What follows belongs to an exercise in optimizing a design on an open flow for small area, a short achievable clock period and few clock cycles per item; a production flow would make more cautious choices.
In this exercise RTL edits were held to simulation tests only and were not proved equivalent to the original.
Power is estimated from default activity; no workload was simulated.

==> flow/run.sh <==
#!/bin/bash
set -euo pipefail
export BUFFER_PORTS_ARGS="-buffer_cell sky130_fd_sc_hd__buf_1"
bash standard.sh > make_finish.log 2>&1
==> standard.sh <==
#!/bin/bash
# synth_recipe.tcl (not shown) runs the flow's synth.tcl, then flattens the netlist and writes it again
# the make line also repeats each setting of config.mk as NAME=value (left out here)
make -C /OpenROAD-flow-scripts/flow DESIGN_CONFIG=/design/flow/config.mk WORK_HOME=/design/flow/orfs CLKGATE_MAP_FILE= SYNTH_SCRIPT=/design/flow/synth_recipe.tcl "${@:-finish}"
==> config.mk <==
export PLATFORM = sky130hd
export DESIGN_NAME = hash_xform
export DESIGN_NICKNAME = hash_xform
export VERILOG_FILES = /design/flow/design.v
export SDC_FILE = /design/flow/constraint.sdc
export NUM_CORES = 4
export LEC_CHECK = 0
export ABC_AREA = 1
export CAP_MARGIN = 20
export CORE_MARGIN = 2
export CORE_UTILIZATION = 40
export CTS_BUF_LIST = sky130_fd_sc_hd__clkbuf_16
export CTS_CLUSTER_DIAMETER = 100
export CTS_CLUSTER_SIZE = 20
export PLACE_DENSITY = 0.6
export SETUP_SLACK_MARGIN = 5
export SLEW_MARGIN = 35
==> constraint.sdc <==
create_clock -name core_clock -period 12.0 [get_ports {clk}]
set_input_delay 2.4000 -clock core_clock [delete_from_list [all_inputs] [get_ports {clk}]]
set_output_delay 2.4000 -clock core_clock [all_outputs]
set_load 0.01 [all_outputs]
==> design.v <==
module hash_xform (
    input  wire         clk,
    input  wire         rst,        
    input  wire         start,
    input  wire         alg,        
    input  wire [159:0] h_in,
    input  wire [511:0] block_in,
    output wire         ready,
    output wire         done,
    output wire [159:0] h_out
);
    reg         busy, prep, done_r, alg_r;
    reg  [6:0]  cnt;
    reg  [31:0] R0, R1, R2, R3, R4;
    reg  [31:0] P1, P2;
    reg  [31:0] H0, H1, H2, H3, H4;
    reg  [511:0] W;                 
    reg  [4:0]  fs;                 
    reg         sha_c;              
    reg  [2:0]  fs2;                
    reg  [4:0]  rc;                 
    reg  [3:0]  rf;                 
    function [31:0] bswap(input [31:0] x);
        bswap = {x[7:0], x[15:8], x[23:16], x[31:24]};
    endfunction
    function [31:0] rotl5(input [31:0] x);
        rotl5 = {x[26:0], x[31:27]};
    endfunction
    function [31:0] rotl30(input [31:0] x);
        rotl30 = {x[1:0], x[31:2]};
    endfunction
    function [31:0] rotl1(input [31:0] x);
        rotl1 = {x[30:0], x[31]};
    endfunction
    function [31:0] rl(input [31:0] x, input integer n);
        rl = (x << n) | (x >> (32 - n));
    endfunction
    function [31:0] add32(input [31:0] x, input [31:0] y);
        reg [31:0] gg, pp;
        integer l, i;
        begin
            gg = x & y;
            pp = x ^ y;
            for (l = 0; l < 5; l = l + 1)
                for (i = 0; i < 32; i = i + 1)
                    if (((i >> l) & 1) == 1) begin
                        gg[i] = gg[i] | (pp[i] & gg[((i >> l) << l) - 1]);
                        pp[i] = pp[i] & pp[((i >> l) << l) - 1];
                    end
            add32 = (x ^ y) ^ {gg[30:0], 1'b0};
        end
    endfunction
    function [31:0] addbk(input [31:0] x, input [31:0] y);
        reg [31:0] gg, pp;
        integer l, i;
        begin
            gg = x & y;
            pp = x ^ y;
            for (l = 0; l < 5; l = l + 1)
                for (i = 0; i < 32; i = i + 1)
                    if ((i + 1) % (2 << l) == 0) begin
                        gg[i] = gg[i] | (pp[i] & gg[i - (1 << l)]);
                        pp[i] = pp[i] & pp[i - (1 << l)];
                    end
            for (l = 3; l >= 0; l = l - 1)
                for (i = 0; i < 32; i = i + 1)
                    if (i >= (2 << l) && (i + 1) % (2 << l) == (1 << l)) begin
                        gg[i] = gg[i] | (pp[i] & gg[i - (1 << l)]);
                        pp[i] = pp[i] & pp[i - (1 << l)];
                    end
            addbk = (x ^ y) ^ {gg[30:0], 1'b0};
        end
    endfunction
    function [31:0] add3bk(input [31:0] x, input [31:0] y, input [31:0] z);
        reg [31:0] mj;
        begin
            mj = (x & y) | (x & z) | (y & z);
            add3bk = addbk(x ^ y ^ z, {mj[30:0], 1'b0});
        end
    endfunction
    function [31:0] bf(input [4:0] s, input [31:0] b, input [31:0] c, input [31:0] d);
        bf = ({32{s[0]}} & ((b & c) | (~b & d)))
           | ({32{s[1]}} & ((b & d) | (c & ~d)))
           | ({32{s[2]}} & (b ^ c ^ d))
           | ({32{s[3]}} & (c ^ (b | ~d)))
           | ({32{s[4]}} & ((b & c) | (b & d) | (c & d)));
    endfunction
    wire [6:0] cnt_n = busy ? cnt + 7'd1 : 7'd0;
    wire       alg_n = busy ? alg_r : alg;
    reg  [4:0] fs_m, rc_m, fs_s;
    reg  [3:0] rf_m;
    always @(*) begin
        case (cnt_n[5:0])
            6'd0: begin fs_m = 5'd0; rc_m = 5'd0; rf_m = 4'd0; end
            6'd1: begin fs_m = 5'd1; rc_m = 5'd1; rf_m = 4'd8; end
            6'd2: begin fs_m = 5'd1; rc_m = 5'd4; rf_m = 4'd1; end
            6'd3: begin fs_m = 5'd1; rc_m = 5'd8; rf_m = 4'd2; end
            6'd4: begin fs_m = 5'd1; rc_m = 5'd16; rf_m = 4'd4; end
            6'd5: begin fs_m = 5'd1; rc_m = 5'd1; rf_m = 4'd8; end
            6'd6: begin fs_m = 5'd1; rc_m = 5'd4; rf_m = 4'd1; end
            6'd7: begin fs_m = 5'd1; rc_m = 5'd8; rf_m = 4'd2; end
            6'd8: begin fs_m = 5'd1; rc_m = 5'd16; rf_m = 4'd4; end
            6'd9: begin fs_m = 5'd1; rc_m = 5'd1; rf_m = 4'd8; end
            6'd10: begin fs_m = 5'd1; rc_m = 5'd4; rf_m = 4'd1; end
            6'd11: begin fs_m = 5'd1; rc_m = 5'd8; rf_m = 4'd2; end
            6'd12: begin fs_m = 5'd1; rc_m = 5'd16; rf_m = 4'd4; end
            6'd13: begin fs_m = 5'd1; rc_m = 5'd1; rf_m = 4'd8; end
            6'd14: begin fs_m = 5'd1; rc_m = 5'd4; rf_m = 4'd1; end
            6'd15: begin fs_m = 5'd1; rc_m = 5'd8; rf_m = 4'd2; end
            6'd16: begin fs_m = 5'd1; rc_m = 5'd16; rf_m = 4'd4; end
            6'd17: begin fs_m = 5'd2; rc_m = 5'd1; rf_m = 4'd2; end
            6'd18: begin fs_m = 5'd2; rc_m = 5'd2; rf_m = 4'd2; end
            6'd19: begin fs_m = 5'd2; rc_m = 5'd4; rf_m = 4'd4; end
            6'd20: begin fs_m = 5'd2; rc_m = 5'd16; rf_m = 4'd1; end
            6'd21: begin fs_m = 5'd2; rc_m = 5'd1; rf_m = 4'd2; end
            6'd22: begin fs_m = 5'd2; rc_m = 5'd2; rf_m = 4'd2; end
            6'd23: begin fs_m = 5'd2; rc_m = 5'd4; rf_m = 4'd4; end
            6'd24: begin fs_m = 5'd2; rc_m = 5'd16; rf_m = 4'd1; end
            6'd25: begin fs_m = 5'd2; rc_m = 5'd1; rf_m = 4'd2; end
            6'd26: begin fs_m = 5'd2; rc_m = 5'd2; rf_m = 4'd2; end
            6'd27: begin fs_m = 5'd2; rc_m = 5'd4; rf_m = 4'd4; end
            6'd28: begin fs_m = 5'd2; rc_m = 5'd16; rf_m = 4'd1; end
            6'd29: begin fs_m = 5'd2; rc_m = 5'd1; rf_m = 4'd2; end
            6'd30: begin fs_m = 5'd2; rc_m = 5'd2; rf_m = 4'd2; end
            6'd31: begin fs_m = 5'd2; rc_m = 5'd4; rf_m = 4'd4; end
            6'd32: begin fs_m = 5'd2; rc_m = 5'd16; rf_m = 4'd1; end
            6'd33: begin fs_m = 5'd4; rc_m = 5'd1; rf_m = 4'd1; end
            6'd34: begin fs_m = 5'd4; rc_m = 5'd2; rf_m = 4'd8; end
            6'd35: begin fs_m = 5'd4; rc_m = 5'd8; rf_m = 4'd1; end
            6'd36: begin fs_m = 5'd4; rc_m = 5'd16; rf_m = 4'd8; end
            6'd37: begin fs_m = 5'd4; rc_m = 5'd1; rf_m = 4'd1; end
            6'd38: begin fs_m = 5'd4; rc_m = 5'd2; rf_m = 4'd8; end
            6'd39: begin fs_m = 5'd4; rc_m = 5'd8; rf_m = 4'd1; end
            6'd40: begin fs_m = 5'd4; rc_m = 5'd16; rf_m = 4'd8; end
            6'd41: begin fs_m = 5'd4; rc_m = 5'd1; rf_m = 4'd1; end
            6'd42: begin fs_m = 5'd4; rc_m = 5'd2; rf_m = 4'd8; end
            6'd43: begin fs_m = 5'd4; rc_m = 5'd8; rf_m = 4'd1; end
            6'd44: begin fs_m = 5'd4; rc_m = 5'd16; rf_m = 4'd8; end
            6'd45: begin fs_m = 5'd4; rc_m = 5'd1; rf_m = 4'd1; end
            6'd46: begin fs_m = 5'd4; rc_m = 5'd2; rf_m = 4'd8; end
            6'd47: begin fs_m = 5'd4; rc_m = 5'd8; rf_m = 4'd1; end
            6'd48: begin fs_m = 5'd4; rc_m = 5'd16; rf_m = 4'd8; end
            6'd49: begin fs_m = 5'd8; rc_m = 5'd1; rf_m = 4'd4; end
            6'd50: begin fs_m = 5'd8; rc_m = 5'd2; rf_m = 4'd4; end
            6'd51: begin fs_m = 5'd8; rc_m = 5'd4; rf_m = 4'd8; end
            6'd52: begin fs_m = 5'd8; rc_m = 5'd16; rf_m = 4'd2; end
            6'd53: begin fs_m = 5'd8; rc_m = 5'd1; rf_m = 4'd4; end
            6'd54: begin fs_m = 5'd8; rc_m = 5'd2; rf_m = 4'd4; end
            6'd55: begin fs_m = 5'd8; rc_m = 5'd4; rf_m = 4'd8; end
            6'd56: begin fs_m = 5'd8; rc_m = 5'd16; rf_m = 4'd2; end
            6'd57: begin fs_m = 5'd8; rc_m = 5'd1; rf_m = 4'd4; end
            6'd58: begin fs_m = 5'd8; rc_m = 5'd2; rf_m = 4'd4; end
            6'd59: begin fs_m = 5'd8; rc_m = 5'd4; rf_m = 4'd8; end
            6'd60: begin fs_m = 5'd8; rc_m = 5'd16; rf_m = 4'd2; end
            6'd61: begin fs_m = 5'd8; rc_m = 5'd1; rf_m = 4'd4; end
            6'd62: begin fs_m = 5'd8; rc_m = 5'd2; rf_m = 4'd4; end
            6'd63: begin fs_m = 5'd8; rc_m = 5'd4; rf_m = 4'd8; end
        endcase
        case (cnt_n[5:0])
            6'd1: fs_s = 5'd1;
            6'd2: fs_s = 5'd1;
            6'd3: fs_s = 5'd1;
            6'd4: fs_s = 5'd1;
            6'd5: fs_s = 5'd1;
            6'd6: fs_s = 5'd1;
            6'd7: fs_s = 5'd1;
            6'd8: fs_s = 5'd1;
            6'd9: fs_s = 5'd1;
            6'd10: fs_s = 5'd1;
            6'd11: fs_s = 5'd4;
            6'd12: fs_s = 5'd4;
            6'd13: fs_s = 5'd4;
            6'd14: fs_s = 5'd4;
            6'd15: fs_s = 5'd4;
            6'd16: fs_s = 5'd4;
            6'd17: fs_s = 5'd4;
            6'd18: fs_s = 5'd4;
            6'd19: fs_s = 5'd4;
            6'd20: fs_s = 5'd4;
            6'd21: fs_s = 5'd16;
            6'd22: fs_s = 5'd16;
            6'd23: fs_s = 5'd16;
            6'd24: fs_s = 5'd16;
            6'd25: fs_s = 5'd16;
            6'd26: fs_s = 5'd16;
            6'd27: fs_s = 5'd16;
            6'd28: fs_s = 5'd16;
            6'd29: fs_s = 5'd16;
            6'd30: fs_s = 5'd16;
            6'd31: fs_s = 5'd4;
            6'd32: fs_s = 5'd4;
            6'd33: fs_s = 5'd4;
            6'd34: fs_s = 5'd4;
            6'd35: fs_s = 5'd4;
            6'd36: fs_s = 5'd4;
            6'd37: fs_s = 5'd4;
            6'd38: fs_s = 5'd4;
            6'd39: fs_s = 5'd4;
            6'd40: fs_s = 5'd4;
            default: fs_s = 5'd0;
        endcase
    end
    wire [4:0] fs_n = cnt_n[6] ? ((cnt_n[5:0] == 6'd0 && !alg_n) ? 5'd8 : 5'd0) : alg_n ? fs_s : fs_m;
    wire [4:0] rc_n = alg_n ? 5'd1 : (cnt_n[6] && cnt_n[5:0] == 6'd0) ? 5'd16 : cnt_n[6] ? 5'd0 : rc_m;
    wire [3:0] rf_n = alg_n ? 4'd2 : (cnt_n[6] && cnt_n[5:0] == 6'd0) ? 4'd2 : cnt_n[6] ? 4'd0 : rf_m;
    reg [31:0] cst_m, cst_s;
    reg [3:0]  xpos_n;
    always @(*) begin
        case (cnt_n[5:0])
            6'd0: begin cst_m = 32'hD76AA478; xpos_n = 4'd0; end
            6'd1: begin cst_m = 32'hE8C7B756; xpos_n = 4'd15; end
            6'd2: begin cst_m = 32'h242070DB; xpos_n = 4'd14; end
            6'd3: begin cst_m = 32'hC1BDCEEE; xpos_n = 4'd13; end
            6'd4: begin cst_m = 32'hF57C0FAF; xpos_n = 4'd12; end
            6'd5: begin cst_m = 32'h4787C62A; xpos_n = 4'd11; end
            6'd6: begin cst_m = 32'hA8304613; xpos_n = 4'd10; end
            6'd7: begin cst_m = 32'hFD469501; xpos_n = 4'd9; end
            6'd8: begin cst_m = 32'h698098D8; xpos_n = 4'd8; end
            6'd9: begin cst_m = 32'h8B44F7AF; xpos_n = 4'd7; end
            6'd10: begin cst_m = 32'hFFFF5BB1; xpos_n = 4'd6; end
            6'd11: begin cst_m = 32'h895CD7BE; xpos_n = 4'd5; end
            6'd12: begin cst_m = 32'h6B901122; xpos_n = 4'd4; end
            6'd13: begin cst_m = 32'hFD987193; xpos_n = 4'd3; end
            6'd14: begin cst_m = 32'hA679438E; xpos_n = 4'd2; end
            6'd15: begin cst_m = 32'h49B40821; xpos_n = 4'd1; end
            6'd16: begin cst_m = 32'hF61E2562; xpos_n = 4'd1; end
            6'd17: begin cst_m = 32'hC040B340; xpos_n = 4'd4; end
            6'd18: begin cst_m = 32'h265E5A51; xpos_n = 4'd7; end
            6'd19: begin cst_m = 32'hE9B6C7AA; xpos_n = 4'd10; end
            6'd20: begin cst_m = 32'hD62F105D; xpos_n = 4'd13; end
            6'd21: begin cst_m = 32'h02441453; xpos_n = 4'd0; end
            6'd22: begin cst_m = 32'hD8A1E681; xpos_n = 4'd3; end
            6'd23: begin cst_m = 32'hE7D3FBC8; xpos_n = 4'd6; end
            6'd24: begin cst_m = 32'h21E1CDE6; xpos_n = 4'd9; end
            6'd25: begin cst_m = 32'hC33707D6; xpos_n = 4'd12; end
            6'd26: begin cst_m = 32'hF4D50D87; xpos_n = 4'd15; end
            6'd27: begin cst_m = 32'h455A14ED; xpos_n = 4'd2; end
            6'd28: begin cst_m = 32'hA9E3E905; xpos_n = 4'd5; end
            6'd29: begin cst_m = 32'hFCEFA3F8; xpos_n = 4'd8; end
            6'd30: begin cst_m = 32'h676F02D9; xpos_n = 4'd11; end
            6'd31: begin cst_m = 32'h8D2A4C8A; xpos_n = 4'd14; end
            6'd32: begin cst_m = 32'hFFFA3942; xpos_n = 4'd5; end
            6'd33: begin cst_m = 32'h8771F681; xpos_n = 4'd6; end
            6'd34: begin cst_m = 32'h6D9D6122; xpos_n = 4'd7; end
            6'd35: begin cst_m = 32'hFDE5380C; xpos_n = 4'd8; end
            6'd36: begin cst_m = 32'hA4BEEA44; xpos_n = 4'd9; end
            6'd37: begin cst_m = 32'h4BDECFA9; xpos_n = 4'd10; end
            6'd38: begin cst_m = 32'hF6BB4B60; xpos_n = 4'd11; end
            6'd39: begin cst_m = 32'hBEBFBC70; xpos_n = 4'd12; end
            6'd40: begin cst_m = 32'h289B7EC6; xpos_n = 4'd13; end
            6'd41: begin cst_m = 32'hEAA127FA; xpos_n = 4'd14; end
            6'd42: begin cst_m = 32'hD4EF3085; xpos_n = 4'd15; end
            6'd43: begin cst_m = 32'h04881D05; xpos_n = 4'd0; end
            6'd44: begin cst_m = 32'hD9D4D039; xpos_n = 4'd1; end
            6'd45: begin cst_m = 32'hE6DB99E5; xpos_n = 4'd2; end
            6'd46: begin cst_m = 32'h1FA27CF8; xpos_n = 4'd3; end
            6'd47: begin cst_m = 32'hC4AC5665; xpos_n = 4'd4; end
            6'd48: begin cst_m = 32'hF4292244; xpos_n = 4'd0; end
            6'd49: begin cst_m = 32'h432AFF97; xpos_n = 4'd5; end
            6'd50: begin cst_m = 32'hAB9423A7; xpos_n = 4'd10; end
            6'd51: begin cst_m = 32'hFC93A039; xpos_n = 4'd15; end
            6'd52: begin cst_m = 32'h655B59C3; xpos_n = 4'd4; end
            6'd53: begin cst_m = 32'h8F0CCC92; xpos_n = 4'd9; end
            6'd54: begin cst_m = 32'hFFEFF47D; xpos_n = 4'd14; end
            6'd55: begin cst_m = 32'h85845DD1; xpos_n = 4'd3; end
            6'd56: begin cst_m = 32'h6FA87E4F; xpos_n = 4'd8; end
            6'd57: begin cst_m = 32'hFE2CE6E0; xpos_n = 4'd13; end
            6'd58: begin cst_m = 32'hA3014314; xpos_n = 4'd2; end
            6'd59: begin cst_m = 32'h4E0811A1; xpos_n = 4'd7; end
            6'd60: begin cst_m = 32'hF7537E82; xpos_n = 4'd12; end
            6'd61: begin cst_m = 32'hBD3AF235; xpos_n = 4'd1; end
            6'd62: begin cst_m = 32'h2AD7D2BB; xpos_n = 4'd6; end
            6'd63: begin cst_m = 32'hEB86D391; xpos_n = 4'd11; end
        endcase
        case (cnt_n[5:0])
            6'd0: cst_s = 32'h5A827999;
            6'd1: cst_s = 32'h5A827999;
            6'd2: cst_s = 32'h5A827999;
            6'd3: cst_s = 32'h5A827999;
            6'd4: cst_s = 32'h5A827999;
            6'd5: cst_s = 32'h5A827999;
            6'd6: cst_s = 32'h5A827999;
            6'd7: cst_s = 32'h5A827999;
            6'd8: cst_s = 32'h5A827999;
            6'd9: cst_s = 32'h5A827999;
            6'd10: cst_s = 32'h6ED9EBA1;
            6'd11: cst_s = 32'h6ED9EBA1;
            6'd12: cst_s = 32'h6ED9EBA1;
            6'd13: cst_s = 32'h6ED9EBA1;
            6'd14: cst_s = 32'h6ED9EBA1;
            6'd15: cst_s = 32'h6ED9EBA1;
            6'd16: cst_s = 32'h6ED9EBA1;
            6'd17: cst_s = 32'h6ED9EBA1;
            6'd18: cst_s = 32'h6ED9EBA1;
            6'd19: cst_s = 32'h6ED9EBA1;
            6'd20: cst_s = 32'h8F1BBCDC;
            6'd21: cst_s = 32'h8F1BBCDC;
            6'd22: cst_s = 32'h8F1BBCDC;
            6'd23: cst_s = 32'h8F1BBCDC;
            6'd24: cst_s = 32'h8F1BBCDC;
            6'd25: cst_s = 32'h8F1BBCDC;
            6'd26: cst_s = 32'h8F1BBCDC;
            6'd27: cst_s = 32'h8F1BBCDC;
            6'd28: cst_s = 32'h8F1BBCDC;
            6'd29: cst_s = 32'h8F1BBCDC;
            6'd30: cst_s = 32'hCA62C1D6;
            6'd31: cst_s = 32'hCA62C1D6;
            6'd32: cst_s = 32'hCA62C1D6;
            6'd33: cst_s = 32'hCA62C1D6;
            6'd34: cst_s = 32'hCA62C1D6;
            6'd35: cst_s = 32'hCA62C1D6;
            6'd36: cst_s = 32'hCA62C1D6;
            6'd37: cst_s = 32'hCA62C1D6;
            6'd38: cst_s = 32'hCA62C1D6;
            6'd39: cst_s = 32'hCA62C1D6;
            default: cst_s = 32'h0;
        endcase
    end
    wire [31:0] cst_n = cnt_n[6] ? 32'd0 : alg_n ? cst_s : cst_m;
    reg  [31:0] c1, c2;             
    reg  [15:0] xs;                 
    always @(posedge clk) begin
        c1 <= cst_n;
        c2 <= alg_n ? cst_n : 32'd0;
        xs <= 16'd1 << xpos_n;
    end
    reg [31:0] xw;                  
    integer q;
    always @(*) begin
        xw = 32'd0;
        for (q = 0; q < 16; q = q + 1)
            xw = xw | ({32{xs[q]}} & W[32*q +: 32]);
    end
    wire [31:0] g   = bf(fs, R0, R1, R2);
    wire [31:0] tmp = ({32{sha_c}} & rotl5(R3)) + g + P1;
    wire [31:0] rt1 = ({32{rc[0]}} & rl(tmp, 4)) | ({32{rc[1]}} & rl(tmp, 8))
                    | ({32{rc[2]}} & rl(tmp, 12)) | ({32{rc[3]}} & rl(tmp, 16))
                    | ({32{rc[4]}} & rl(tmp, 20));
    wire [31:0] rot = ({32{rf[0]}} & rt1) | ({32{rf[1]}} & rl(rt1, 1))
                    | ({32{rf[2]}} & rl(rt1, 2)) | ({32{rf[3]}} & rl(rt1, 3));
    wire [31:0] z2;
    wire [31:0] nb  = (alg_r ? z2 : R0) + rot;
    wire [31:0] a1 = tmp;
    assign z2 = addbk(bf({fs2[2], 1'b0, fs2[1], 1'b0, fs2[0]}, R3, rotl30(R0), R1), P2);
    wire [31:0] a2 = nb;
    wire m61_n = !alg_n && cnt_n == 7'd62;
    wire m62_n = !alg_n && cnt_n == 7'd63;
    wire m63_n = !alg_n && cnt_n == 7'd64;
    wire mf_n  = !alg_n && cnt_n == 7'd65;
    wire s39_n = alg_n && cnt_n == 7'd40;
    wire sf1_n = alg_n && cnt_n == 7'd41;
    wire sf2_n = alg_n && cnt_n == 7'd42;
    reg m61, m62, m63, mf, s39, sf1, sf2;
    reg [5:0] s1a;                  
    reg [4:0] s1b;                  
    reg [2:0] s2a;                  
    reg [4:0] s2b;                  
    always @(posedge clk) begin
        m61 <= m61_n;
        m62 <= m62_n;
        m63 <= m63_n;
        mf  <= mf_n;
        s39 <= s39_n;
        sf1 <= sf1_n;
        sf2 <= sf2_n;
        s1a <= {busy && alg_r && !sf1_n && !sf2_n, sf2_n, sf1_n, busy && !alg_r, !busy && alg, !busy && !alg};
        s1b <= {sf2_n, sf1_n, s39_n, alg_n && !s39_n && !sf1_n && !sf2_n, !alg_n};
        s2a <= {busy && alg_r && !sf1_n, busy && (!alg_r || sf1_n), !busy};
        s2b <= {!(m61_n || m62_n || s39_n || m63_n || mf_n || sf1_n), mf_n || sf1_n, m63_n, m62_n || s39_n, m61_n};
        sha_c <= busy && alg_r;
    end
    wire [31:0] p1a = ({32{s1a[0]}} & H0) | ({32{s1a[1]}} & H4) | ({32{s1a[2]}} & R2)
                    | ({32{s1a[3]}} & R3) | ({32{s1a[4]}} & R4) | ({32{s1a[5]}} & R1);
    wire [31:0] p1b = ({32{s1b[0]}} & xw) | ({32{s1b[1]}} & bswap(W[31:0])) | ({32{s1b[2]}} & H4)
                    | ({32{s1b[3]}} & H0) | ({32{s1b[4]}} & H2);
    wire [31:0] p1c = c1;
    wire [31:0] p1n = add3bk(p1a, p1b, p1c);
    wire [31:0] p2a = ({32{s2a[0]}} & H3) | ({32{s2a[1]}} & R0) | ({32{s2a[2]}} & rotl30(R0));
    wire [31:0] p2b = ({32{s2b[0]}} & H0) | ({32{s2b[1]}} & H3) | ({32{s2b[2]}} & H2)
                    | ({32{s2b[3]}} & H1) | ({32{s2b[4]}} & bswap(W[63:32]));
    wire [31:0] p2c = c2;
    wire [31:0] p2n = add3bk(p2a, p2b, p2c);
    wire [31:0] wn0 = bswap(rotl1(bswap(W[447:416] ^ W[287:256] ^ W[95:64] ^ W[31:0])));
    wire [31:0] wn1 = bswap(rotl1(bswap(W[479:448] ^ W[319:288] ^ W[127:96] ^ W[63:32])));
    wire last = alg_r ? sf2 : mf;
    always @(posedge clk) begin
        if (rst) begin
            busy   <= 1'b0;
            done_r <= 1'b0;
        end else begin
            done_r <= busy && last;
            if (!busy)
                busy <= start;
            else if (last)
                busy <= 1'b0;
        end
    end
    always @(posedge clk) begin
        if (!busy) begin
            W <= block_in;
        end else begin
            W[447:0] <= W[511:64];
            W[479:448] <= alg_r ? wn0 : W[31:0];
            W[511:480] <= alg_r ? wn1 : W[63:32];
        end
    end
    always @(posedge clk) begin
        P1  <= p1n;
        P2  <= p2n;
        fs  <= fs_n;
        fs2 <= alg_n ? {fs_n[4], fs_n[2], fs_n[0]} : 3'd0;
        rc  <= rc_n;
        rf  <= rf_n;
        cnt <= cnt_n;
        prep <= !busy;
        if (!busy) begin
            alg_r <= alg;
            {H4, H3, H2, H1, H0} <= h_in;
        end
        if (!busy || prep) begin
            R3 <= H0;
            R0 <= H1;
            R1 <= H2;
            R2 <= H3;
            R4 <= H4;
        end else begin
            R0 <= alg_r ? a1 : nb;
            R1 <= alg_r ? rotl30(R3) : R0;
            R2 <= alg_r ? rotl30(R0) : R1;
            R3 <= alg_r ? a2 : R2;
            R4 <= R1;
            if (m61 || sf1) H0 <= m61 ? p2n : p1n;
            if (mf || sf1)  H1 <= p2n;
            if (m63 || sf2) H2 <= m63 ? p2n : p1n;
            if (m62 || s39) H3 <= p2n;
            if (s39)        H4 <= p1n;
        end
    end
    assign ready = !busy;
    assign done  = done_r;
    assign h_out = {alg_r ? H4 : 32'd0, H3, H2, H1, H0};
endmodule
==> run notes, run 1 <==
setup violators final 0; CP most frequent cell nand2_1; H-Tree Depth 3; vias in the first global route 65100; #FFs+latches synth 1023; CTS Hold Bufs 0; Die Area 158000 um^2; Setup CP Type reg -> reg; max incr delay on CP 0.58 ns; Final Slew Violations 0; Cell Area, Synth 62000 um^2; Post-synth EDFFs 0; core footprint 154000 um^2; CTS Buf Count 67; Clock transition at path regs 0.10 ns; largest net degree at the start of global routing 194; CP Data Required Time 12.67 ns; Final Hold Slack 0.451 ns; synthesis warning total 1; Register Area 20600 um^2; RSZ-0062 raised after global routing yes; share of cells above drive strength 1 5.51%; initial core utilization 40.2%; Critical Path Source Type register; Pre-Repair DR Iteration Count 9; Tcrit/Tclk final 58.0%; clock skew 0.0451 ns; ys flop type dfxtp_1; fillcell total 16300; deepest clock path buffer count 3; Cell Area, Placed 67200 um^2; sequential element share of the synthesized area 33.0%; antenna violations before repair 40; routability cong. 1.06; Worst slew margin 24.3%; later-pin clock latency in the skew report 0.75 ns; DPL Wire Length 293000 um; design area 70200 um^2; Clk pwr share 17.2%; crit path time final 6.96 ns; Via Count 69800; worst hold path startpoint W[136]; Critical Path AT 7.62 ns; GR Util All Layers 45.1%; Root Driver clkbuf_16; first-pass GRT wire length 505000 um; DRC violation count after routing 0; ys async rst share 0%; Net Sw Frac 51.3%; worst slew pin tran 1.13 ns; Critical R2R Launch xs[7]; Post-layout nets 10600; Combinational Power Share 52.0%; worst r2r path cells 28; die extent in x 398 um; hold depth 2; I/O Buffers 837; Seq pwr share 30.8%; Worst VDD drop 112 uV; Syn Nets 10000; Syn Inst Count 8960; Worst R2R Setup Slack 5.04 ns; Hold Vio Cnt, Final 0; grt ovf 0; Site Rows 144; sum of negative setup slack 0 ns; Top Ports 838; Die Height 398 um; vias per cell 6.00; Multi-input gate area 37100 um^2; wire per inst 31.9 um; CTS tree built; Slowest-stage cell, CP o41ai_2; Reg-to-Reg End H0[31]; crit path capture type register; Pint 7.20 mW; Lkg Pwr 31.7 nW; Num Clock Sinks 1023; Synth cell types 73; Post-Syn Area per Cell 6.92 um^2; Initial DRC Count 10200; Net Sw Power 7.59 mW; Peak Freq 144 MHz; power per cell area 211 nW/um^2; max cap viols 0; Routed WL 371000 um; status timing/DRC/antenna clean; Hold Path Class reg -> reg; Worst Path Max Fanout 17; Area Overhead vs Synth 13.2%; Min-Delay Endpoint W[72]; ANT nets after route 0
-- metal layers --
layer,share of wire (%),up-vias,track usage [%]
met4,8.1,28,29.5
li1,-,30500,-
met3,12,995,12.3
met1,38,33500,56.4
met2,43,4769,68.2
met5,0.051,-,0
-- synthesized netlist by cell type, types with 151 or more instances --
| cell type | count | area [um^2] |
|---|---|---|
| nand2_1 | 3220 | 12100 |
| dfxtp_1 | 1023 | 20500 |
| inv_1 | 865 | 3250 |
| o21ai_0 | 722 | 3610 |
| clkbuf_1 | 408 | 1530 |
| nor2_1 | 382 | 1430 |
| a21oi_1 | 352 | 1760 |
| xnor2_1 | 220 | 1930 |
| nand3_1 | 217 | 1090 |
| fa_1 | 205 | 4100 |
| ha_1 | 179 | 2240 |
| o211ai_1 | 151 | 1130 |
-- stage by stage --
step / worst slack, ns / std cells / util, % / total power, mW
6_report: 5.04 / 11600 / 45.6 / 14.8
5_1_grt: 4.96 / 11600 / 45.5 / 15.3
4_1_cts: 5.01 / 11600 / 45.1 / 14.3
3_5_place_dp: 4.04 / 11500 / 43.6 / 11.7
3_3_place_gp: 3.98 / 11500 / 43.5 / 11.7
2_1_floorplan: 6.28 / 8960 / - / 8.30
-- state kept, by name (all words and copies together), names as in the netlist, 5 cells and up --
name / count
R1: 32
rc: 5
c2: 32
fs: 5
cnt: 7
W: 512
H1: 32
R3: 32
H2: 32
c1: 32
s2b: 5
P1: 32
xs: 16
R4: 32
s1a: 5
P2: 32
H3: 32
R0: 32
H4: 32
R2: 32
H0: 32
-- power by group through the flow --
| stage | sequential, mW | clock [mW] | combinational [mW] |
|---|---|---|---|
| 2_1_floorplan | 4.30 | 0 | 4.00 |
| 3_3_place_gp | 4.58 | 0 | 7.10 |
| 3_5_place_dp | 4.58 | 0 | 7.12 |
| 4_1_cts | 4.51 | 2.54 | 7.22 |
| 5_1_grt | 4.58 | 2.64 | 8.06 |
| 6_report | 4.55 | 2.55 | 7.69 |
-- worst max-delay path: cells and delay by family, from the launching register on --
kind | cells | cell delay [ns]
and+or+nand+nor | 13 | 1.64
AOI/OAI and AO/OA | 7 | 2.08
DFF | 1 | 0.57
xor gates and xnor gates | 4 | 0.86
buffers and inverters | 1 | 0.37
adders and majority gates | 3 | 1.33
-- kinds of logic (layout without fill, tap and decap cells) --
family	count (synthesis)	count (layout)	share of synthesized area, %
DFF	1023	1023	33.0
adders and majority gates	384	384	10.2
AOI/OAI and AO/OA	1902	1902	18.9
other	1	22	0.00605
and+or+nand+nor	4020	4020	25.7
buffers and inverters	1362	1970	8.33
xor gates and xnor gates	268	268	3.79
-- cells in the final DEF, fill, tap and decap left out, types with 52 or more instances in the layout --
cell type and n:
o2111ai_1 52, xnor2_1 213, nor2_1 374, buf_4 130
o221ai_1 87, a211oi_1 52, a31oi_1 98, nand3_1 211
dfxtp_2 67, nand4_1 92, o22ai_1 120, buf_1 837
dfxtp_1 936, clkbuf_16 68, o21ai_0 697, o211ai_1 151
inv_1 862, a21oi_1 338, a221oi_1 82, ha_1 174
nand2_1 3207, fa_1 205
-- worst max-delay path by stage --
stage	from	to	slack, ns	cells after the start
6_report	xs[7]	H0[31]	5.04	28
5_1_grt	fs2[0]	R0[24]	4.96	34
4_1_cts	xs[11]	H0[31]	5.01	29
3_5_place_dp	xs[1]	H0[31]	4.04	31
3_3_place_gp	xs[1]	H0[31]	3.98	29
2_1_floorplan	R1[3]	R3[14]	6.28	37
-- timing repair --
item                       CTS  global route
pin swaps                    4            17
setup endpoints to repair   83            54
resized for setup           69           152
gates cloned                 0             0
buffers inserted             8             6
-- final cells by class --
class                      instances  area share, %
antenna                           21         0.0749
clock buffer                      68           2.42
clock inverter                    26          0.526
inverter                         895           4.83
multi-input combinational       6575           52.9
sequential                      1023           29.4
tap                             2044           3.64
timing repair buffer             981           6.19
Testbench counts, summed over its fixed seeds: cycles 70,795, blocks 1,280.
==> run 2, diff against run 1 <==
--- a/config.mk
+++ b/config.mk
@@ -10,3 +10,3 @@
 export CORE_MARGIN = 2
-export CORE_UTILIZATION = 40
+export CORE_UTILIZATION = 45
 export CTS_BUF_LIST = sky130_fd_sc_hd__clkbuf_16
@@ -14,3 +14,3 @@
 export CTS_CLUSTER_SIZE = 20
-export PLACE_DENSITY = 0.6
+export PLACE_DENSITY = 0.65
 export SETUP_SLACK_MARGIN = 5
==> run notes, run 2 <==
Critical Path Source Type register; Pwr Total 14.5 mW (-2.3%); Slowest-stage cell, CP fa_1; Die Height 375 um (-5.7%); synth top area cells dfxtp_1, nand2_1, fa_1; Synth cell types 73 (unchanged); max incr delay on CP 0.54 ns (-0.04 ns); Setup CP Type reg -> reg; synthesis warning total 1 (unchanged); commonest cells after routing, fill and taps aside nand2_1, dfxtp_1, inv_1; Routed WL 354000 um (-4.5%); Final Slew Violations 0 (unchanged); share of cells above drive strength 1 4.80% (-0.71 points); Root Driver clkbuf_16; Die Area 141000 um^2 (-11%); Via Count 70400 (+0.78%); worst slew pin tran 1.11 ns (-0.0165 ns); sum of negative setup slack 0 ns (unchanged); Worst VDD drop 137 uV (+22%); hold depth 2 (unchanged); antenna violations before repair 44 (+10%); final worst slack 4.94 ns (-0.106 ns); CTS Buf Count 61 (-9.0%); Crit path max-delay family compound AO/OA/AOI/OAI gates; Post-synth EDFFs 0 (unchanged); Syn Inst Count 8960 (unchanged); Post-layout nets 10600 (-0.094%); cell count along the critical path 34 (+21%); Critical Path AT 7.68 ns (+0.06 ns); Hold Path Class reg -> reg; #FFs+latches synth 1023 (unchanged); initial core utilization 45.2% (+5.0 points); Post-Syn Area per Cell 6.92 um^2 (unchanged); Synth Area in XOR/XNOR 3.79% (unchanged); largest register by flop count W; Tcrit/Tclk final 58.9% (+0.88 points); first-pass GRT wire length 484000 um (-4.1%); wire per inst 31.2 um (-2.3%); Setup WS pre-CTS 4.18 ns (+0.141 ns); sequential element share of the synthesized area 33.0% (unchanged); Synth Area in Adders 10.2% (unchanged); Worst Path Max Fanout 32 (+15); DP Cell Count 11300 (-2.2%); Initial DRC Count 10700 (+4.7%); ys async rst share 0% (unchanged); CP Data Required Time 12.62 ns (-0.05 ns); Multi-input gate area 36900 um^2 (-0.58%); ys flop type dfxtp_1; Synth top area share 33.0% (unchanged); later-pin clock latency in the skew report 0.81 ns (+0.06 ns); deepest clock path buffer count 3 (unchanged); RSZ-0062 raised after global routing yes; vias in the first global route 64400 (-1.1%); Cell Area, Synth 62000 um^2 (unchanged); Syn Nets 10000 (unchanged); synth cell count leaders nand2_1, dfxtp_1, inv_1; most common library cell in the layout ignoring fill and taps nand2_1; Worst slew margin 25.9% (+1.6 points); I/O Buffers 837 (unchanged); power per cell area 209 nW/um^2 (-0.98%); grt ovf 0 (unchanged); Site Rows 136 (-5.6%); largest family of logic cells by synthesized area simple AND/OR/NAND/NOR gates; Pre-Repair DR Iteration Count 10 (+1); Peak Freq 142 MHz (-1.5%); worst r2r path cells 34 (+21%); Buf+Inv Stages, Crit Path 4 (+3); fillcell total 14200 (-13%); largest net degree at the start of global routing 208 (+7.2%); mux contribution to synthesized area 0% (unchanged); DPL Wire Length 274000 um (-6.5%); Synth Area in Simple Gates 25.7% (unchanged); crit path capture type register; ANT nets after route 0 (unchanged); routability cong. 1.11 (+4.0%); max cap viols 0 (unchanged); CTS tree built; Top Ports 838 (unchanged); setup violators final 0 (unchanged); GR Util All Layers 48.2% (+3.0 points); Lkg Pwr 31.5 nW (-0.75%); crit path time final 7.06 ns (+0.106 ns); Hold Vio Cnt, Final 0 (unchanged); Area Overhead vs Synth 11.7%; DRC violation count after routing 0 (unchanged); status timing/DRC/antenna clean; Post-Layout Cell Count 11400 (-2.3%); vias per cell 6.19 (+3.1%); die extent in x 375 um (-5.7%); compound-gate portion of the synthesized area 18.9% (unchanged); Clock transition at path regs 0.10 ns (about the same); H-Tree Depth 2 (-1); core footprint 137000 um^2 (-11%); Register Area 20600 um^2 (-0.20%); CP most frequent cell nand2_1; most common cell in the netlist nand2_1; Num Clock Sinks 1023 (unchanged); post-synth top area cell dfxtp_1; max FFs per register 512 (unchanged); clock skew 0.0875 ns (+0.0424 ns)
==> run 2: cell counts after synthesis <==
Identical to the previous run, type by type.
==> run 2: final timing paths <==
path                            endpoint   start  slack, ns
worst max-delay path              R3[14]   fs[1]       4.94
worst min-delay path              W[132]  W[196]       0.44
worst min register to register    W[132]  W[196]       0.44
worst max register to register    R3[14]   fs[1]       4.94
==> run 2: metrics by stage <==
step,hold slack [ns],util (%),instance area (um^2)
detailed placement,0.436,48.7,66800
global placement,0.435,48.6,66700
CTS,0.447,50.1,68700
floorplan,0.422,-,62000
global route,0.465,50.5,69200
finish,0.442,50.5,69300
==> run 2: cells by family (layout without fill, tap and decap cells) <==
group / after synthesis / in the layout
other: 1 / 28
AND/OR/NAND/NOR: 4020 / 4020
adder cells (fa/ha/maj): 384 / 384
buffers and inverters: 1362 / 1951
XOR/XNOR: 268 / 268
flip-flops: 1023 / 1023
AO/OA/AOI/OAI: 1902 / 1902
==> run 2: cell type report <==
cell class | count | share of cell area, %
Inverter | 895 | 4.89
Multi-Input combinational cell | 6575 | 53.3
Clock buffer | 61 | 2.20
Timing Repair Buffer | 977 | 6.21
Sequential cell | 1023 | 29.7
Clock inverter | 18 | 0.323
Antenna cell | 27 | 0.0976
Tap cell | 1794 | 3.24
==> run 2: per-layer routing <==
layer  global-route usage [%]  up-vias  wire [um]
li1                         -    30500          -
met1                     59.1    33200     128000
met2                     70.0     5375     145000
met3                     17.8     1300      49800
met4                     33.1       50      31200
met5                        0        -        346
==> run 2: where the power goes <==
part / internal [mW] / switching [mW] / total [mW]
Combinational: 2.18 / 5.45 / 7.63
Sequential: 3.90 / 0.629 / 4.53
Clock: 0.936 / 1.36 / 2.30
==> run 2: worst min-delay path, stage by stage (launching register included) <==
cell	delay, ns
dfxtp_1	0.32
nand2_1	0.07
nand2_1	0.05
==> run 2: what timing repair did <==
| item | 4_1_cts | 5_1_grt |
|---|---|---|
| pin swaps | 1 | 12 |
| buffers inserted | 4 | 5 |
| hold buffers | 0 | 0 |
| endpoints found under the setup margin | 80 | 57 |
| cloned | 0 | 0 |
| gates resized for setup | 62 | 104 |
==> run 3, diff against run 2 <==
--- a/design.v
+++ b/design.v
@@ -37,17 +37,2 @@
     endfunction
-    function [31:0] add32(input [31:0] x, input [31:0] y);
-        reg [31:0] gg, pp;
-        integer l, i;
-        begin
-            gg = x & y;
-            pp = x ^ y;
-            for (l = 0; l < 5; l = l + 1)
-                for (i = 0; i < 32; i = i + 1)
-                    if (((i >> l) & 1) == 1) begin
-                        gg[i] = gg[i] | (pp[i] & gg[((i >> l) << l) - 1]);
-                        pp[i] = pp[i] & pp[((i >> l) << l) - 1];
-                    end
-            add32 = (x ^ y) ^ {gg[30:0], 1'b0};
-        end
-    endfunction
     function [31:0] addbk(input [31:0] x, input [31:0] y);
@@ -343,3 +328,4 @@
     wire [31:0] a1 = tmp;
-    assign z2 = addbk(bf({fs2[2], 1'b0, fs2[1], 1'b0, fs2[0]}, R3, rotl30(R0), R1), P2);
+    assign z2 = addbk(bf({fs2[2], 1'b0, fs2[1], 1'b0, fs2[0]}, R3, rotl30(R0), R1) | ({32{sf1}} & H2),
+                      ({32{!sf1}} & P2) | ({32{sf1}} & R1));
     wire [31:0] a2 = nb;
@@ -351,6 +337,5 @@
     wire sf1_n = alg_n && cnt_n == 7'd41;
-    wire sf2_n = alg_n && cnt_n == 7'd42;
-    reg m61, m62, m63, mf, s39, sf1, sf2;
-    reg [5:0] s1a;                  
-    reg [4:0] s1b;                  
+    reg m61, m62, m63, mf, s39, sf1;
+    reg [4:0] s1a;                  
+    reg [3:0] s1b;                  
     reg [2:0] s2a;                  
@@ -364,5 +349,4 @@
         sf1 <= sf1_n;
-        sf2 <= sf2_n;
-        s1a <= {busy && alg_r && !sf1_n && !sf2_n, sf2_n, sf1_n, busy && !alg_r, !busy && alg, !busy && !alg};
-        s1b <= {sf2_n, sf1_n, s39_n, alg_n && !s39_n && !sf1_n && !sf2_n, !alg_n};
+        s1a <= {busy && alg_r && !sf1_n, sf1_n, busy && !alg_r, !busy && alg, !busy && !alg};
+        s1b <= {sf1_n, s39_n, alg_n && !s39_n && !sf1_n, !alg_n};
         s2a <= {busy && alg_r && !sf1_n, busy && (!alg_r || sf1_n), !busy};
@@ -372,5 +356,5 @@
     wire [31:0] p1a = ({32{s1a[0]}} & H0) | ({32{s1a[1]}} & H4) | ({32{s1a[2]}} & R2)
-                    | ({32{s1a[3]}} & R3) | ({32{s1a[4]}} & R4) | ({32{s1a[5]}} & R1);
+                    | ({32{s1a[3]}} & R3) | ({32{s1a[4]}} & R1);
     wire [31:0] p1b = ({32{s1b[0]}} & xw) | ({32{s1b[1]}} & bswap(W[31:0])) | ({32{s1b[2]}} & H4)
-                    | ({32{s1b[3]}} & H0) | ({32{s1b[4]}} & H2);
+                    | ({32{s1b[3]}} & H0);
     wire [31:0] p1c = c1;
@@ -384,3 +368,3 @@
     wire [31:0] wn1 = bswap(rotl1(bswap(W[479:448] ^ W[319:288] ^ W[127:96] ^ W[63:32])));
-    wire last = alg_r ? sf2 : mf;
+    wire last = alg_r ? sf1 : mf;
     always @(posedge clk) begin
@@ -433,3 +417,3 @@
             if (mf || sf1)  H1 <= p2n;
-            if (m63 || sf2) H2 <= m63 ? p2n : p1n;
+            if (m63 || sf1) H2 <= m63 ? p2n : z2;
             if (m62 || s39) H3 <= p2n;
--- a/config.mk
+++ b/config.mk
@@ -10,3 +10,3 @@
 export CORE_MARGIN = 2
-export CORE_UTILIZATION = 45
+export CORE_UTILIZATION = 40
 export CTS_BUF_LIST = sky130_fd_sc_hd__clkbuf_16
@@ -14,3 +14,3 @@
 export CTS_CLUSTER_SIZE = 20
-export PLACE_DENSITY = 0.65
+export PLACE_DENSITY = 0.6
 export SETUP_SLACK_MARGIN = 5
==> run notes, run 3 <==
status timing/DRC/antenna clean; later-pin clock latency in the skew report 0.77 ns (-0.04 ns); Slowest-stage cell, CP fa_1; max cap viols 0 (unchanged); mux contribution to synthesized area 0% (unchanged); Synth top area share 32.4% (-0.67 points); crit path capture type register; Tcrit/Tclk final 58.3% (-0.58 points); largest family of logic cells by synthesized area simple AND/OR/NAND/NOR gates; Critical Path AT 7.63 ns (-0.05 ns); Root Driver clkbuf_16; synthesis warning total 1 (unchanged); GR Util All Layers 44.7% (-3.5 points); compound-gate portion of the synthesized area 18.7% (-0.19 points); sum of negative setup slack 0 ns (unchanged); crit path time final 6.99 ns (-0.0694 ns); design area 68700 um^2 (-0.79%); synth cell count leaders nand2_1, dfxtp_1, inv_1; routability cong. 1.09 (-1.7%); Critical Path Source Type register; Die Area 156000 um^2 (+11%); I/O Buffers 837 (unchanged); first-pass GRT wire length 499000 um (+3.0%); max incr delay on CP 0.45 ns (-0.09 ns); Synth Area in Simple Gates 26.0% (+0.30 points); vias in the first global route 64900 (+0.80%); Syn Nets 9838 (-1.8%); largest register by flop count W; Setup CP Type reg -> reg; Initial DRC Count 9039 (-16%); largest net degree at the start of global routing 133 (-36%); DPL Wire Length 282000 um (+3.0%); Lkg Pwr 31.0 nW (-1.5%); Synth Area in XOR/XNOR 4.23% (+0.45 points); sequential element share of the synthesized area 32.4% (-0.67 points); CTS Buf Count 59 (-3.3%); synth top area cells dfxtp_1, nand2_1, fa_1; Hold Vio Cnt, Final 0 (unchanged); Post-layout nets 10400 (-1.7%); ys async rst share 0% (unchanged); Setup WS pre-CTS 4.36 ns (+0.178 ns); initial core utilization 40.3% (-4.9 points); Cell Area, Placed 66200 um^2 (-0.89%); Synth Area in Adders 10.4% (+0.14 points); Pre-Repair DR Iteration Count 8 (-2); Worst VDD drop 166 uV (+21%); wire per inst 31.9 um (+2.2%); Post-Syn Area per Cell 6.97 um^2 (+0.71%); commonest cells after routing, fill and taps aside nand2_1, dfxtp_1, buf_1; max FFs per register 512 (unchanged); Area Overhead vs Synth 12.3%; Syn Inst Count 8778 (-2.0%); Post-synth EDFFs 0 (unchanged); setup violators final 0 (unchanged); post-synth top area cell dfxtp_1; CTS tree built; CP most frequent cell nand2_1; Peak Freq 143 MHz (+0.99%); ANT nets after route 0 (unchanged); vias per cell 6.01 (-2.8%); share of cells above drive strength 1 5.95% (+1.2 points); antenna violations before repair 32 (-27%); Routed WL 363000 um (+2.6%); Buf+Inv Stages, Crit Path 8 (+4); Synth cell types 81 (+11%); DRC violation count after routing 0 (unchanged); ys flop type dfxtp_1; Num Clock Sinks 989 (-3.3%); Worst Path Max Fanout 18 (-44%); deepest clock path buffer count 3 (unchanged); final worst slack 5.01 ns (+0.0694 ns); Cell Area, Synth 61200 um^2 (-1.3%); CTS Hold Bufs 0 (unchanged); clock skew 0.0689 ns (-0.0186 ns); most common cell in the netlist nand2_1; die extent in x 395 um (+5.3%); DP Cell Count 11300 (+0.44%); CP Data Required Time 12.63 ns (about the same); Die Height 395 um (+5.3%); most common library cell in the layout ignoring fill and taps nand2_1; RSZ-0062 raised after global routing yes; Crit path max-delay family compound AO/OA/AOI/OAI gates; Clock transition at path regs 0.09 ns (about the same); worst slew pin tran 1.06 ns (-0.0460 ns); Hold Path Class reg -> reg; grt ovf 0 (unchanged); Worst slew margin 28.5% (+2.6 points); Post-Layout Cell Count 11400 (+0.34%); Final Slew Violations 0 (unchanged); H-Tree Depth 2 (unchanged); Top Ports 838 (unchanged); Via Count 68600 (-2.5%); power per cell area 207 nW/um^2 (-0.71%); core footprint 152000 um^2 (+11%); Site Rows 143 (+5.1%); #FFs+latches synth 989 (-3.3%)
## run 3: kinds of logic (layout without fill, tap and decap cells)
group                    count (synthesis)  in the layout
AND/OR/NAND/NOR                       3963           3963
AO/OA/AOI/OAI                         1813           1813
buffers and inverters                 1335           1922
flip-flops                             989            989
adder cells (fa/ha/maj)                384            384
XOR/XNOR                               293            293
other                                    1             15
## run 3: layer usage
| layer | vias to the layer above | part of all wire (%) | GRT usage, % | routed length, um |
|---|---|---|---|---|
| li1 | 29900 | - | - | - |
| met1 | 33000 | 37 | 54.7 | 135000 |
| met2 | 4533 | 43 | 68.7 | 157000 |
| met3 | 1100 | 11 | 11.5 | 39600 |
| met4 | 18 | 8.6 | 30.9 | 31100 |
| met5 | - | 0.038 | 0 | 138 |
## run 3: tightest hold or removal path, stage by stage (launching register included)
cell and delay, ns:
dfxtp_1 0.33, nand2_1 0.06, nand2_1 0.04
## run 3: per-stage QoR
step	utilization [%]	total power [mW]	hold slack, ns
4_1_cts	44.8	13.7	0.422
5_1_grt	45.2	14.8	0.457
2_1_floorplan	-	8.30	0.423
3_5_place_dp	43.6	11.4	0.436
3_3_place_gp	43.5	11.4	0.434
6_report	45.2	14.2	0.421
## run 3: where the power goes
group	switching, mW	internal, mW
Clock	1.32	0.948
Combinational	5.38	2.25
Sequential	0.568	3.78
## run 3: layout make-up
cell class | instances | area (um^2)
Clock inverter | 19 | 277
Clock buffer | 59 | 1480
Fill cell | 16100 | 83200
Tap cell | 2030 | 2540
Timing Repair Buffer | 977 | 4260
Inverter | 867 | 3300
Multi-Input combinational cell | 6454 | 36900
Sequential cell | 989 | 19900
Antenna cell | 14 | 35.0
## run 3: worst paths after layout
path	startpoint	endpoint	slack [ns]	cells after the start
worst min-delay path	W[167]	W[103]	0.42	2
worst min register to register	W[167]	W[103]	0.42	2
worst max-delay path	fs[3]	R0[21]	5.01	37
worst max register to register	fs[3]	R0[21]	5.01	37
## run 3: what timing repair did
action	CTS	global route
setup buffers	2	12
setup endpoints to repair	40	52
pin swaps	1	18
gates resized for setup	39	134
Testbench counts of run 3, summed over its fixed seeds: cycles 70,144, blocks 1,280.

static timing again, ports no longer ideal:
No port has a modelled driver above. Below, the same layouts with a new extraction and two added sets of constraints.
Step 1, drivers: a clkbuf_16 drives clk and a buf_2 each remaining input, both assumed.
Step 2 moves the port delays by t, midway between the first and last clock arrival at a register: inputs arrive t later, outputs are due t later. That takes back most of the time a late clock gives input paths.
a / b / c = ideal ports / drivers / drivers and shift; a / b = the first two.
run	t (ns)	setup WS [ns]	worst setup path after step 2	clock arrival spread, ns	slew at the worst register clock pin (ns)
run 1	0.820	5.042 / 5.042 / 5.042	register to register	0.045 / 0.046	0.10 / 0.10
run 2	0.864	4.936 / 4.936 / 4.936	register to register	0.088 / 0.088	0.10 / 0.10
run 3	0.828	5.005 / 5.005 / 5.005	register to register	0.076 / 0.076	0.11 / 0.11
After both steps every run listed still meets setup and hold.
